Background: an optimization exercise with open tools, aiming at small area, a short achievable clock period and few clock cycles per item. Do not read the settings as production practice.
Only simulation tests tie the RTL to the original design; equivalence was not proved.
Power and IR drop assume default switching activity.

==> flow/design.v (excerpt) <==
module bse (
    input  wire        clk,
    input  wire        rst,
    input  wire        cmd_valid,
    output wire        cmd_ready,
    input  wire [31:0] cmd,
    input  wire [63:0] a0,
    input  wire [63:0] a1,
    input  wire [63:0] a2,
    input  wire [63:0] a3,
    output reg         done,
    output reg  [63:0] r0,
    output wire [63:0] r1,
    output reg  [2:0]  err,
    output reg  [6:0]  sticky
);
For scale: roughly 11000 cells after synthesis, about 1500 flip-flops.
clock: 15.0 ns
lec_check: 0
abc_area: 1
cap_margin: 20
core_margin: 2
core_utilization: 50
place_density: 0.6
slew_margin: 20
setup_slack_margin: 10
cts_args: -sink_clustering_enable -repair_clock_nets -dont_use_dummy_load
standard.sh (not shown) runs the stock make flow with config.mk's settings and CLKGATE_MAP_FILE= SYNTH_SCRIPT=/design/flow/synth_recipe.tcl, a recipe that flattens the netlist after the stock synthesis.
==> flow/flow/run.sh <==
#!/bin/bash
# Own layout flow: the standard flow (standard.sh, which runs ORFS from
# the standard synthesis to the final layout), unchanged except that
#  - the timing repair after floorplan, CTS and global route aims for a setup
#    slack of SETUP_SLACK_MARGIN ns instead of 0, and
#  - clock tree synthesis inserts no dummy loads.
# The clock period, the SDC and every other setting are the design's and
# config.mk's.
set -euo pipefail
cat >> config.mk <<'CFG'
export SETUP_SLACK_MARGIN = 10
export CTS_ARGS = -sink_clustering_enable -repair_clock_nets -dont_use_dummy_load
CFG
bash standard.sh > standard.log 2>&1
Testbench counts at the start, summed over its fixed seeds: cycles 33,253, cmds 32,000.
==> next run, changes <==
--- a/flow/design.v
+++ b/flow/design.v
@@ -133,15 +133,16 @@
     end
     reg  [3:0] open_q;
     reg  [3:0] nw_q  [0:3];
     reg  [8:0] len_q [0:3];
     reg  [8:0] pos_q [0:3];
     wire [7:0] opc = i_opc;
     wire [1:0] d   = i_sd;
-    wire       go  = i_v && !stall;
+    reg        go_q;                 
+    wire       go  = go_q;
     wire g0x = !opc[6] && !opc[5] && !opc[4];
     wire g1x = !opc[6] && !opc[5] &&  opc[4];
     wire g2x = !opc[6] &&  opc[5] && !opc[4];
     wire g3x =  opc[5] &&  opc[4];
     wire g4x =  opc[6];
     wire op_init   = g0x && !opc[2] && !opc[1];
     wire op_initc  = g0x && opc[1] && !opc[0];
@@ -353,15 +354,15 @@
             for (mm = 0; mm < 3; mm = mm + 1)
                 n_plc[kk*3 + mm] = (n_st[6:5] + mm[1:0] == kk[1:0]);
         end
     end
     wire [63:0] bd;
     always @(posedge clk) begin
         dc_bsel <= u_bsel;
-        dc_rot  <= (!bsel && op_wr) ? 12'd0 : {u_r2, u_r1, u_r0};
+        dc_rot  <= {u_r2, u_r1, u_r0};
         dc_sh   <= u_st[4:0];
         if (bsel) begin
             dc_rlo   <= x_shr ? x_tc : 7'd0;
             dc_rk    <= x_tc;
             dc_rfull <= !x_shl;
             dc_wsoh  <= (x_run && x_wr) ? (4'b0001 << x_sd) : 4'd0;
             dc_words <= 8'b11 << {x_cw, 1'b0};
@@ -400,14 +401,15 @@
         da_r1w  <= ok && (op_rd || op_rda) && !rst;
         da_r1   <= op_rd ? rd_k : 7'd0;
     end
     integer k;
     always @(posedge clk) begin
         stall <= n_stall;
         rdy_q <= !n_stall;
+        go_q  <= !rst && n_iv && !n_stall;
         if (rst) begin
             open_q <= 4'hF;
             for (k = 0; k < 4; k = k + 1) begin
                 nw_q[k]  <= 4'd1;
                 len_q[k] <= 9'd0;
                 pos_q[k] <= 9'd0;
             end
@@ -513,15 +515,15 @@
     wire [63:0] vrev;
     genvar gv;
     generate
         for (gv = 0; gv < 64; gv = gv + 1) begin : VR
             assign vrev[gv] = dc_val[63 - gv];
         end
     endgenerate
-    wire [95:0] sin    = win | ({96{dc_wrn}} & {vrev, 32'd0});
+    wire [95:0] sin    = dc_wrn ? {vrev, 32'd0} : win;
     wire [95:0] win_sh = sin >> dc_sh;
     wire [6:0]  rhi    = dc_rfull ? 7'd64 : dc_rlo + dc_rk;
     wire [63:0] rmask  = therm(dc_rlo) & ~therm(rhi);
     wire [63:0] X      = win_sh[63:0] & rmask;
     reg [63:0] bd1, bd0;
     always @(*) begin
         case (dc_vop)
After rerunning:
- first-iteration DRC count falls by 16%
- die area is about the same
- power falls by 0.88%
- design area hardly moves
- register-to-register slack gets worse by 90 ps
- maximum frequency falls by 1.7%
- final cell count barely changes
- setup slack gets worse by 94 ps
- wire length falls by 11%
- sequential power barely changes
- area after synthesis stays flat
- clock power falls by about 2%
Testbench counts after the change, summed over its fixed seeds: cycles 33,253, cmds 32,000.

afterwards: timing with drivers on the ports:
Ports are ideal in the flow. The routed layouts listed here were re-timed in OpenROAD.
Step 1 (the two cells are an assumption about what drives the block):
set clk [get_ports {clk}]
set_driving_cell -lib_cell sky130_fd_sc_hd__clkbuf_16 $clk
set_driving_cell -lib_cell sky130_fd_sc_hd__buf_2 [delete_from_list [all_inputs] $clk]
Step 2 also shifts input and output timing later by t, the mid clock arrival at the registers, as if the neighbouring blocks saw the same clock.
a / b / c = no drivers / after step 1 / after step 2; a / b = the first two.
| run | t (ns) | setup WS [ns] | worst hold slack (ns) | worst setup path after step 2 | worst data-port slew with drivers (ns) |
|---|---|---|---|---|---|
| the first run | 0.914 | 9.665 / 9.665 / 9.264 | 0.404 / 0.404 / 0.404 | input to register | 0.12 |
| the second run | 0.892 | 9.571 / 9.571 / 9.366 | 0.444 / 0.444 / 0.444 | input to register | 0.17 |
After both steps every run listed still meets setup and hold. The setup slack of the first run, which loses most, moves by 0.000 ns with the drivers and by -0.401 ns with both steps.
